Context: an optimization exercise on an open-source flow, tuned for small area, a short achievable clock period and few clock cycles per item. The choices shown serve that exercise and are no tape-out recipe.
No run shown here included a check of the RTL's function; only the layout flow was run.
Power and IR drop assume default switching activity.

===== flow/design.v =====
module cptv_encoder (
    input  wire        clk,
    input  wire        rst,           
    input  wire        cmd_valid,
    output wire        cmd_ready,
    input  wire [4:0]  cmd_width,     
    input  wire [15:0] cmd_count,     
    input  wire        cmd_hist,      
    output reg         cmd_err,       
    input  wire        s_valid,
    output wire        s_ready,
    input  wire [15:0] s_data,
    input  wire        h_valid,
    output wire        h_ready,
    input  wire [15:0] h_data,
    output reg         out_valid,
    input  wire        out_ready,
    output wire [31:0] out_data,
    output reg         out_last,
    output reg         res_valid,
    output reg  [4:0]  res_width
);
    reg        idle;          
    reg        busy;          
    reg        fin;           
    reg [4:0]  width;         
    reg        hist;
    reg [15:0] cnt;           
    reg        ge2;           
    reg        rp;            
    reg        s_full, h_full;
    reg [15:0] s_reg, h_reg;
    reg [16:0] tprev;         
    reg [15:0] mor;           
    reg        c_full, c_last;
    reg [15:0] c_q;           
    reg [62:0] buf_q;
    reg [5:0]  fill;          
    assign cmd_ready = idle;
    assign out_data  = buf_q[62:31];
    wire accept = cmd_valid && idle;
    wire cmd_ok = (cmd_width <= 5'd16) && (cmd_count != 16'd0);
    wire pack   = (width != 5'd0);
    wire room   = !(fill[5] && fill[4]);
    wire pk     = c_full && room;
    wire c_free = !c_full || room;
    wire h_ok   = h_full || !hist;
    wire mv     = s_full && h_ok && c_free;
    wire last   = !ge2;
    assign s_ready = (busy && !s_full) || (s_full && h_ok && c_free && ge2);
    assign h_ready = hist && ((busy && !h_full) || (h_full && s_full && c_free && ge2));
    wire s_take = s_valid && s_ready;
    wire h_take = h_valid && h_ready;
    wire xfer   = out_valid && out_ready;
    wire [15:0] base  = hist ? h_reg : 16'd0;
    wire [16:0] t     = {1'b0, s_reg} - {1'b0, base};
    wire [17:0] r     = {t[16], t} - {tprev[16], tprev};
    wire [17:0] mag   = r[17] ? ~r : r;
    wire [15:0] mfold = {mag[16] | mag[15], mag[14:0]};
    wire [15:0] mask  = ~(16'hFFFF << width);
    wire [5:0]  pw   = fill + {1'b0, width};      
    wire [5:0]  sh   = ~pw;                       
    wire [30:0] fine = {15'd0, c_q} << sh[3:0];
    wire [3:0]  lane = {4{pk}} & (4'b0001 << sh[5:4]);
    wire [62:0] placed;
    genvar j;
    generate
        for (j = 0; j < 63; j = j + 1) begin : g_place
            if (j < 16)
                assign placed[j] = lane[0] & fine[j];
            else if (j % 16 == 15)
                assign placed[j] = lane[j / 16] & fine[15];
            else
                assign placed[j] = (lane[j / 16] & fine[j % 16]) |
                                   (lane[j / 16 - 1] & fine[16 + j % 16]);
        end
    endgenerate
    wire [62:0] orv      = buf_q | placed;
    wire [5:0]  fill_add = pk ? pw : fill;
    wire [62:0] buf_next  = xfer ? {orv[30:0], 32'd0} : orv;
    wire [5:0]  fill_next = xfer ? {1'b0, fill_add[4:0] & {5{fill_add[5]}}} : fill_add;
    wire        fin_next  = (pk && c_last && pack) || (fin && !(xfer && out_last));
    wire        busy_next = (accept && cmd_ok) || (busy && !(mv && last));
    wire        cf_next   = mv || (c_full && !pk);
    reg [4:0] sel;
    integer i;
    always @(*) begin
        sel = 5'd1;
        for (i = 0; i < 15; i = i + 1)
            if (mor[i]) sel = i[4:0] + 5'd2;
        if (mor[15]) sel = 5'd0;
    end
    always @(posedge clk) begin
        if (accept) begin
            width <= cmd_width;
            hist  <= cmd_hist;
            cnt   <= cmd_count;
            ge2   <= (cmd_count[15:1] != 15'd0);
            tprev <= 17'd0;
            mor   <= 16'd0;
        end else if (mv) begin
            cnt   <= cnt - 16'd1;
            ge2   <= (cnt[15:2] != 14'd0) || (cnt[1] && cnt[0]);
            tprev <= t;
            mor   <= mor | mfold;
        end
        if (mv) begin
            c_q    <= r[15:0] & mask;
            c_last <= last;
        end
        if (s_ready) s_reg <= s_data;
        if (h_ready) h_reg <= h_data;
        res_width <= sel;
        if (rst) begin
            idle      <= 1'b1;
            busy      <= 1'b0;
            fin       <= 1'b0;
            rp        <= 1'b0;
            s_full    <= 1'b0;
            h_full    <= 1'b0;
            c_full    <= 1'b0;
            buf_q     <= 63'd0;
            fill      <= 6'd0;
            out_valid <= 1'b0;
            out_last  <= 1'b0;
            res_valid <= 1'b0;
            cmd_err   <= 1'b0;
        end else begin
            cmd_err   <= accept && !cmd_ok;
            rp        <= mv && last;
            res_valid <= rp;
            busy      <= busy_next;
            c_full    <= cf_next;
            idle      <= !busy_next && !cf_next && !fin_next;
            fin       <= fin_next;
            if (s_take) s_full <= 1'b1;
            else if (mv) s_full <= 1'b0;
            if (h_take) h_full <= 1'b1;
            else if (mv) h_full <= 1'b0;
            buf_q     <= buf_next;
            fill      <= fill_next;
            out_valid <= fill_next[5] || (fin_next && (fill_next != 6'd0));
            out_last  <= fin_next && !(fill_next[5] && (fill_next[4:0] != 5'd0));
        end
    end
endmodule

===== flow/run.sh =====
#!/bin/bash
# synth_recipe.tcl (not shown) runs the flow's synth.tcl, then flattens the netlist and writes it again
# the make line also repeats each setting of config.mk as NAME=value (left out here)
make -C /OpenROAD-flow-scripts/flow DESIGN_CONFIG=/design/flow/config.mk WORK_HOME=/design/flow/orfs CLKGATE_MAP_FILE= SYNTH_SCRIPT=/design/flow/synth_recipe.tcl finish

===== flow/config.mk =====
export PLATFORM = sky130hd
export DESIGN_NAME = cptv_encoder
export DESIGN_NICKNAME = cptv_encoder
export VERILOG_FILES = /design/flow/design.v
export SDC_FILE = /design/flow/constraint.sdc
export NUM_CORES = 4
export LEC_CHECK = 0
export CAP_MARGIN = 20
export CORE_MARGIN = 2
export CORE_UTILIZATION = 40
export SLEW_MARGIN = 20

===== flow/constraint.sdc =====
create_clock -name core_clock -period 7.5 [get_ports {clk}]
set_input_delay 1.5000 -clock core_clock [delete_from_list [all_inputs] [get_ports {clk}]]
set_output_delay 1.5000 -clock core_clock [all_outputs]
set_load 0.01 [all_outputs]

==> results of run 1 <==
==> cell families after synthesis <==
logic type	Yosys count	share of synthesized area, %
buf+inv	130	6.22
mux	44	4.99
fa+ha+maj	44	5.32
xor+xnor	59	5.11
simple gates	390	16.6
compound gates	322	19.8
flops	190	42.0
==> cell usage after synthesis (all sizes together) (20+ instances only) <==
| master | n |
|---|---|
| a211oi | 38 |
| nand3 | 20 |
| buf | 51 |
| nor2 | 132 |
| a21oi | 102 |
| o21ai | 61 |
| xor2 | 21 |
| nand2 | 134 |
| inv | 37 |
| edfxtp | 72 |
| nor3 | 28 |
| dfxtp | 118 |
| clkbuf | 42 |
| ha | 41 |
| mux2i | 32 |
| xnor2 | 38 |
==> path summary, 6_finish.rpt <==
check | slack, ns | to | depth (start not counted)
hold / removal | 0.45 | buf_q[2] | 2
setup reg to reg | 2.97 | mor[1] | 18
hold reg to reg | 0.45 | buf_q[2] | 2
setup / recovery | 2.97 | mor[1] | 18
==> routing by layer <==
layer | wire [um] | vias to the layer above | part of all wire (%)
li1 | - | 4311 | -
met1 | 11700 | 4029 | 46
met2 | 12400 | 192 | 49
met3 | 1010 | 25 | 4.0
met4 | 376 | 0 | 1.5
met5 | 0 | - | 0
==> report_power, final <==
group	switching, uW	internal, uW
Combinational	512	376
Sequential	43.0	1150
Clock	436	479
==> critical path, cell delays in order, from the launching register on <==
cell and delay (ns):
sky130_fd_sc_hd__edfxtp_1 0.70, sky130_fd_sc_hd__and2_1 0.21, sky130_fd_sc_hd__ha_1 0.17, sky130_fd_sc_hd__inv_1 0.06, sky130_fd_sc_hd__fa_1 0.40, sky130_fd_sc_hd__nand3_1 0.10
sky130_fd_sc_hd__a21boi_0 0.12, sky130_fd_sc_hd__o21ai_0 0.30, sky130_fd_sc_hd__a21oi_1 0.14, sky130_fd_sc_hd__o22ai_1 0.24, sky130_fd_sc_hd__xnor2_1 0.19, sky130_fd_sc_hd__ha_1 0.37
sky130_fd_sc_hd__a21o_1 0.21, sky130_fd_sc_hd__a21oi_1 0.18, sky130_fd_sc_hd__nor3b_1 0.20, sky130_fd_sc_hd__a21oi_1 0.06, sky130_fd_sc_hd__a31o_2 0.39, sky130_fd_sc_hd__xnor2_1 0.23
sky130_fd_sc_hd__o22ai_1 0.09
==> through the flow <==
step | instance area [sq um] | hold slack [ns]
2_1_floorplan | 10800 | 0.414
3_3_place_gp | 11800 | 0.433
4_1_cts | 12400 | 0.458
5_1_grt | 12400 | 0.473
6_report | 12400 | 0.454
3_5_place_dp | 11800 | 0.439
==> cell type report <==
cell class / instances / area [sq um] / share of cell area (%)
multi-input combinational: 859 / 5590 / 45.1
sequential: 190 / 4520 / 36.5
timing repair buffer: 114 / 1110 / 8.99
clock buffer: 20 / 478 / 3.86
tap: 341 / 427 / 3.44
inverter: 37 / 139 / 1.12
clock inverter: 12 / 115 / 0.929
==> layout by cell type (no fill, tap or decap), types with 5 or more instances in the layout <==
| master | instances |
|---|---|
| sky130_fd_sc_hd__nor2b_1 | 8 |
| sky130_fd_sc_hd__mux2_2 | 5 |
| sky130_fd_sc_hd__nor3_1 | 26 |
| sky130_fd_sc_hd__inv_8 | 6 |
| sky130_fd_sc_hd__nand2_1 | 132 |
| sky130_fd_sc_hd__clkbuf_16 | 18 |
| sky130_fd_sc_hd__o21ai_0 | 53 |
| sky130_fd_sc_hd__a21o_1 | 17 |
| sky130_fd_sc_hd__nand4_1 | 8 |
| sky130_fd_sc_hd__o21a_1 | 7 |
| sky130_fd_sc_hd__inv_1 | 37 |
| sky130_fd_sc_hd__o22ai_1 | 9 |
| sky130_fd_sc_hd__xnor2_1 | 36 |
| sky130_fd_sc_hd__nor3b_1 | 7 |
| sky130_fd_sc_hd__a21oi_1 | 100 |
| sky130_fd_sc_hd__mux2i_1 | 31 |
| sky130_fd_sc_hd__nor4_1 | 10 |
| sky130_fd_sc_hd__a2111oi_0 | 8 |
| sky130_fd_sc_hd__a211oi_1 | 34 |
| sky130_fd_sc_hd__xor2_1 | 20 |
| sky130_fd_sc_hd__ha_1 | 41 |
| sky130_fd_sc_hd__o21ai_1 | 6 |
| sky130_fd_sc_hd__nand2b_1 | 13 |
| sky130_fd_sc_hd__edfxtp_1 | 72 |
| sky130_fd_sc_hd__mux4_2 | 7 |
| sky130_fd_sc_hd__nor2_1 | 129 |
| sky130_fd_sc_hd__a31oi_1 | 11 |
| sky130_fd_sc_hd__buf_4 | 11 |
| sky130_fd_sc_hd__o32ai_1 | 8 |
| sky130_fd_sc_hd__nand3_1 | 19 |
| sky130_fd_sc_hd__dfxtp_1 | 118 |
| sky130_fd_sc_hd__clkdlybuf4s50_1 | 103 |
| sky130_fd_sc_hd__o211ai_1 | 5 |
| sky130_fd_sc_hd__o21bai_1 | 6 |
| sky130_fd_sc_hd__and3_1 | 6 |
==> notes.md, run 1 <==
----------------------------------------------------
[Synth]
  Top area cells in the synthesized netlist ... sky130_fd_sc_hd__dfxtp_1, sky130_fd_sc_hd__edfxtp_1, sky130_fd_sc_hd__ha_1
  Post-synthesis net count ... 1283
  Number of enable flip-flop cells after synthesis ... 72
  Async set-reset flop share out of synthesis ... 0%
  Fraction of the yosys area taken by sequential cells ... 42.0%
  #FFs+latches synth ... 190
  Dominant register cell in the synthesized netlist ... sky130_fd_sc_hd__dfxtp_1
  Yosys top cell by area ... sky130_fd_sc_hd__dfxtp_1
  Unique cell type count in the Yosys netlist ... 83
  Syn Inst Count ... 1179
  Warnings from Yosys ... 1
  Share of the synthesized area in the top cell type ... 21.9%
  Netlist Area Pre-Place ... 10800 sq um
  Average footprint of a synthesized cell ... 9.14 sq um

[Pwr]
  Largest vdd supply drop ... 0.111 mV
  Static power due to leakage ... 0.00447 uW
  Total power divided by cell area ... 242 nW/um^2
  Final Total Pwr ... 3000 uW

[Setup path]
  Worst-path fanout max ... 17
  Startpoint kind of the worst setup timing path ... register
  Critical path type ... reg2reg
  Worst endpoint required time ... 7.79 ns
  Start of the worst register-to-register path ... hist
  Worst setup startpoint ... hist
  Data arrival time at the worst-slack endpoint ... 4.82 ns
  CP endpoint kind ... register

[Clock network]
  CTS tree ... done
  Library cell used as clock root buffer ... sky130_fd_sc_hd__clkbuf_16
  Clk buf depth ... 2
  Clock buffers created by TritonCTS ... 17
  Insertion delay of the later-clocked pin in the worst-skew pair ... 0.43 ns
  H-tree lvl count ... 4
  # resized after CTS ... 0
  Count of hold-fix buffers inserted at cts ... 0
  Setup Fix Bufs, Post-CTS ... 0
  Clock-pin slew on the worst setup and hold paths ... 0.07 ns
  CTS sink count ... 190

[Layout]
  N_diodes ... 0
  Max FFs per register ... 63
  Largest registers ranked by flip-flop count ... buf_q: 63 flops, tprev: 17 flops
  Share of post-route cells with drive strength above 1 ... 7.14%
  Fill cell count ... 2608
  Largest register by flop count ... buf_q
  Post-layout util ... 46.4%
  Area overhead of the layout relative to synthesis ... 15.0%
  Number of nets in the layout ... 1323
  Finished Layout Cells ... 1573

[Min path]
  Kind of path behind the tightest hold check ... reg2reg
  Worst Hold Launch ... buf_q[2]

[Floorplan]
  Standard-cell row count ... 60
  Initial core utilization ... 40.3%
  Core Area ... 26700 sq um
  Io pins ... 104
  Die X ... 168 um
  Die area ... 28300 sq um
  Die boundary height ... 168 um

[Route]
  Router iterations before antenna repair ... 5
  Routed length per placed instance ... 16.2 um
  Via count normalized by instance count ... 5.44
  Overall routed net length ... 25500 um
  Remaining antenna violation count ... 0
  Via total after detailed routing ... 8557
  DR DRC count ... 0
  Drt initial violations ... 678

[Global route]
  Number of antenna violations at the first check in global routing ... 0
  Global-route wire length before repair ... 41700 um
  Met1 Usage GRT ... 24.2%
  Largest net degree at the start of global routing ... 54
  Total grt overflow ... 0
  Gr busiest metal ... met2
  GRT Overall Usage ... 18.3%
  Via count of the first global-routing pass ... 8130
  Met3 track utilization from global routing ... 2.89%
  GR Layer Usage met2 ... 30.9%

[Placement]
  Routability Congestion ... 0.883
  Post-Place Worst Slack ... 2.98 ns
  Count of port buffers added during placement ... 103
  Placed Cells incl. Taps ... 1541
  Final HPWL from detailed placement ... 18800 um

[Timing]
  Max-Slew Margin vs Limit ... 30.6%
  Worst Slack Setup Final ... 2.97 ns
  Ratio of final minimum period to clock period ... 60.4%
  Count of final setup violators ... 0
  Clock Skew ... 0.0128 ns
  Setup repair after global routing missed its margin ... no
  Final critical-path required period ... 4.53 ns
  Maximum achievable frequency ... 221 MHz
  Slew Limit Fails ... 0
  Transition time at the pin with the least slew margin ... 1.03 ns
  Setup TNS after final layout ... 0 ns
  Final hold viol count ... 0

[Flow run]
  Number of maximum-capacitance violations ... 0

[Run status]
  Run status ... complete, no violations

----------------------------------------------------
==> inputs of run 2 (changes only) <==
--- a/flow/config.mk
+++ b/flow/config.mk
@@ -5,7 +5,9 @@
 export SDC_FILE = /design/flow/constraint.sdc
 export NUM_CORES = 4
 export LEC_CHECK = 0
+export ABC_CLOCK_PERIOD_IN_PS = 2500
 export CAP_MARGIN = 20
 export CORE_MARGIN = 2
 export CORE_UTILIZATION = 40
+export SETUP_SLACK_MARGIN = 4.8
 export SLEW_MARGIN = 20
==> run 2 against run 1 <==
Clock skew up 0.0020 ns. Global-route usage up 4.9 points. Flip-flop and latch count unchanged. Largest cell class unchanged. Register-to-register slack better by 0.65 ns. Still clean on timing, DRC and antenna. Clock power up 6.2%. Combinational power up about 70%. Fmax up 17%. Wire length up 36%. Critical path depth down 1. Synthesized cell count unchanged. First-iteration DRC count up 31%. Sequential power about the same. Critical endpoint is now mor[8]. Critical path type unchanged.
==> notes.md, run 2 <==
----------------------------------------------------
[Global route]
  Number of antenna violations at the first check in global routing ... 0 (unchanged)
  Largest net degree at the start of global routing ... 53 (-1.9%)
  Total grt overflow ... 0 (unchanged)
  Via count of the first global-routing pass ... 9715 (+19%)
  Global-route wire length before repair ... 52100 um (+25%)
  GRT Overall Usage ... 23.2% (+4.9 points)

[Pwr]
  Total power divided by cell area ... 232 nW/um^2 (-4.3%)
  Final Total Pwr ... 3680 uW (+23%)
  Static power due to leakage ... 0.00595 uW (+33%)
  Share of total power consumed by net switching ... 34.2% (+1.2 points)
  Internal power contribution ... 2420 uW (+20%)
  Relative contribution of combinational cells to total power ... 40.9% (+11 points)
  Part of the total power dissipated in the clock network ... 26.4% (-4.1 points)
  Largest vdd supply drop ... 0.145 mV (+31%)
  Switching power total ... 1260 uW (+27%)
  Register share of total power ... 32.6% (-7.3 points)

[Synth]
  List of most frequent post-synthesis cells ... sky130_fd_sc_hd__nand2_1, sky130_fd_sc_hd__nor2_1, sky130_fd_sc_hd__dfxtp_1
  Async set-reset flop share out of synthesis ... 0% (unchanged)
  Post-synthesis net count ... 1283 (unchanged)
  Fraction of the yosys area taken by sequential cells ... 42.0% (unchanged)
  Warnings from Yosys ... 1 (unchanged)
  Share of the synthesized area in the top cell type ... 21.9% (unchanged)
  Dominant register cell in the synthesized netlist ... sky130_fd_sc_hd__dfxtp_1
  Top area cells in the synthesized netlist ... sky130_fd_sc_hd__dfxtp_1, sky130_fd_sc_hd__edfxtp_1, sky130_fd_sc_hd__ha_1
  Unique cell type count in the Yosys netlist ... 83 (unchanged)
  Syn Inst Count ... 1179 (unchanged)
  #FFs+latches synth ... 190 (unchanged)
  Most numerous cell in the Yosys netlist ... sky130_fd_sc_hd__nand2_1
  Number of enable flip-flop cells after synthesis ... 72 (unchanged)
  Yosys top cell by area ... sky130_fd_sc_hd__dfxtp_1
  Average footprint of a synthesized cell ... 9.14 sq um (unchanged)
  Netlist Area Pre-Place ... 10800 sq um (unchanged)

[Setup path]
  Worst setup startpoint ... hist
  Worst-path fanout max ... 8 (-9)
  Critical path type ... reg2reg
  CP endpoint kind ... register
  Worst r2r dst ... mor[8]
  Depth of the worst register-to-register path ... 17 (-1)
  Setup crit end ... mor[8]
  Start of the worst register-to-register path ... hist
  Worst endpoint required time ... 7.81 ns (+0.02 ns)
  Data arrival time at the worst-slack endpoint ... 4.19 ns (-0.63 ns)
  Startpoint kind of the worst setup timing path ... register
  FF-to-FF setup slack ... 3.62 ns (+0.65 ns)

[Layout]
  Max FFs per register ... 63 (unchanged)
  Largest register by flop count ... buf_q
  Largest registers ranked by flip-flop count ... buf_q: 63 flops, tprev: 17 flops
  Post-layout util ... 59.4% (+13 points)
  Fill cell count ... 2151 (-18%)
  Final Cell Area ... 15900 sq um (+28%)
  Number of nets in the layout ... 1481 (+12%)
  Share of post-route cells with drive strength above 1 ... 36.5% (+29 points)
  Finished Layout Cells ... 1731 (+10%)
  Most common library cell in the layout ignoring fill and taps ... sky130_fd_sc_hd__dfxtp_1
  N_diodes ... 0 (unchanged)
  Highest-count cells in the layout ignoring fill and taps ... sky130_fd_sc_hd__dfxtp_1, sky130_fd_sc_hd__nand2_1, sky130_fd_sc_hd__buf_4
  Area overhead of the layout relative to synthesis ... 47.3%

[Floorplan]
  Standard-cell row count ... 60 (unchanged)
  Io pins ... 104 (unchanged)
  Initial core utilization ... 40.3% (unchanged)
  Die boundary height ... 168 um (unchanged)
  Die X ... 168 um (unchanged)
  Core Area ... 26700 sq um (unchanged)
  Die area ... 28300 sq um (unchanged)

[Placement]
  Routability Congestion ... 0.897 (+1.6%)
  Area after DPL ... 12000 sq um (+1.3%)
  Final HPWL from detailed placement ... 19900 um (+5.9%)
  Count of port buffers added during placement ... 103 (unchanged)
  Placed Cells incl. Taps ... 1538 (-0.19%)

[Flow run]
  Number of maximum-capacitance violations ... 0 (unchanged)

[Route]
  Remaining antenna violation count ... 0 (unchanged)
  Routed length per placed instance ... 20.1 um (+24%)
  Overall routed net length ... 34800 um (+36%)
  Via total after detailed routing ... 9940 (+16%)
  DR DRC count ... 0 (unchanged)
  Via count normalized by instance count ... 5.74 (+5.6%)
  Router iterations before antenna repair ... 6 (+1)
  Drt initial violations ... 886 (+31%)

[Clock network]
  Library cell used as clock root buffer ... sky130_fd_sc_hd__clkbuf_16
  CTS tree ... done
  CTS sink count ... 190 (unchanged)
  Clock-pin slew on the worst setup and hold paths ... 0.07 ns (about the same)
  Clock buffers created by TritonCTS ... 17 (unchanged)
  Count of hold-fix buffers inserted at cts ... 0 (unchanged)
  Insertion delay of the later-clocked pin in the worst-skew pair ... 0.45 ns (+0.02 ns)
  Clk buf depth ... 2 (unchanged)
  H-tree lvl count ... 4 (unchanged)

[Timing]
  Maximum achievable frequency ... 258 MHz (+17%)
  Final critical-path required period ... 3.88 ns (-0.653 ns)
  Setup repair after global routing missed its margin ... yes
  Clock Skew ... 0.0148 ns (+0.00197 ns)
  Ratio of final minimum period to clock period ... 51.7% (-8.7 points)
  Setup TNS after final layout ... 0 ns (unchanged)
  Max-Slew Margin vs Limit ... 44.2% (+14 points)
  Count of final setup violators ... 0 (unchanged)
  Final hold viol count ... 0 (unchanged)
  Transition time at the pin with the least slew margin ... 0.831 ns (-0.197 ns)
  Slew Limit Fails ... 0 (unchanged)

[Min path]
  Kind of path behind the tightest hold check ... reg2reg

[Run status]
  Run status ... complete, no violations

----------------------------------------------------
==> run 2: cell counts after synthesis <==
Identical to the previous run, type by type.
==> run 2: metrics by stage <==
| step | hold slack, ns | setup slack, ns |
|---|---|---|
| after floorplan | 0.414 | 3.85 |
| after global placement | 0.434 | 3.17 |
| after detailed placement | 0.441 | 3.01 |
| after CTS | 0.455 | 3.62 |
| after global routing | 0.473 | 3.40 |
| final | 0.454 | 3.62 |
==> run 2: layer usage <==
layer | vias to the layer above | global-route usage (%) | part of all wire (%)
met1 | 4807 | 29.8 | 42
li1 | 4656 | - | -
met2 | 377 | 38.8 | 48
met3 | 100 | 4.11 | 5.7
met5 | - | 0 | 0
met4 | 0 | 9.41 | 4.0
==> run 2: worst min-delay path by stage <==
stage,start,to,slack [ns],cells past startpoint
floorplan,rp,res_valid,0.41,1
global placement,buf_q[1],buf_q[1],0.43,2
detailed placement,buf_q[1],buf_q[1],0.44,2
CTS,tprev[8],tprev[8],0.46,2
global route,buf_q[1],buf_q[1],0.47,2
finish,buf_q[19],buf_q[19],0.45,2
==> run 2: what timing repair did <==
item / in CTS / in global routing
setup endpoints to repair: 202 / 109
pin swaps: 140 / 89
resized for setup: 348 / 134
buffers inserted: 116 / 37
gates cloned: 6 / 2
==> run 2: power by group through the flow <==
stage | Sequential [uW] | Clock (uW) | Combinational [uW]
6_report | 1200 | 972 | 1510
5_1_grt | 1210 | 1030 | 1610
4_1_cts | 1200 | 982 | 1330
3_5_place_dp | 1220 | 0 | 938
3_3_place_gp | 1220 | 0 | 936
2_1_floorplan | 1210 | 0 | 727
==> run 2: final cells by class <==
| type | count | area (sq um) | share of cell area, % |
|---|---|---|---|
| Sequential cell | 190 | 4530 | 28.5 |
| Tap cell | 341 | 427 | 2.69 |
| Clock buffer | 22 | 497 | 3.13 |
| Multi-Input combinational cell | 863 | 7630 | 48.1 |
| Timing Repair Buffer | 267 | 2530 | 15.9 |
| Inverter | 37 | 143 | 0.899 |
| Timing Repair inverter | 1 | 7.51 | 0.0473 |
| Clock inverter | 10 | 119 | 0.749 |
==> run 2: cell families after synthesis <==
family | count (synthesis) | share of synthesized area [%]
simple gates | 390 | 16.6
fa+ha+maj | 44 | 5.32
compound gates | 322 | 19.8
xor+xnor | 59 | 5.11
buf+inv | 130 | 6.22
mux | 44 | 4.99
flops | 190 | 42.0
==> run 2: critical path, stage by stage (launching register included) <==
cell and delay, ns:
sky130_fd_sc_hd__edfxtp_1 0.51, sky130_fd_sc_hd__buf_6 0.17, sky130_fd_sc_hd__nand2_4 0.06, sky130_fd_sc_hd__ha_1 0.23, sky130_fd_sc_hd__nor2b_1 0.15, sky130_fd_sc_hd__o21a_4 0.23
sky130_fd_sc_hd__o2111ai_4 0.27, sky130_fd_sc_hd__a21oi_4 0.10, sky130_fd_sc_hd__a21o_1 0.20, sky130_fd_sc_hd__a21o_1 0.19, sky130_fd_sc_hd__xor2_2 0.16, sky130_fd_sc_hd__ha_4 0.31
sky130_fd_sc_hd__nand4_1 0.14, sky130_fd_sc_hd__buf_4 0.18, sky130_fd_sc_hd__o21ai_2 0.26, sky130_fd_sc_hd__a31o_4 0.31, sky130_fd_sc_hd__xor2_1 0.18, sky130_fd_sc_hd__o21ai_0 0.08

-- static timing again, ports no longer ideal --
The flow's constraints put no driver on any port. The routed layouts listed below were extracted and timed again, unchanged, in two steps.
Step 1 sets driving cells, clkbuf_16 on the clock port and buf_2 on the other inputs (assumed; they add their load-dependent delay and slew).
Step 2 moves the port delays by t, midway between the first and last clock arrival at a register: inputs arrive t later, outputs are due t later. That takes back most of the time a late clock gives input paths.
a / b / c = ideal ports / drivers / drivers and shift; a / b = the first two.
| run | t (ns) | setup slack, ns | worst setup path after step 2 | worst register clock-pin slew, ns | pins driven straight from the clock port |
|---|---|---|---|---|---|
| run 1 | 0.475 | 2.971 / 2.951 / 2.971 | register to register | 0.08 / 0.08 | 1 |
| run 2 | 0.490 | 3.624 / 3.624 / 3.624 | register to register | 0.08 / 0.08 | 1 |
After both steps setup and hold are still met in every run listed.
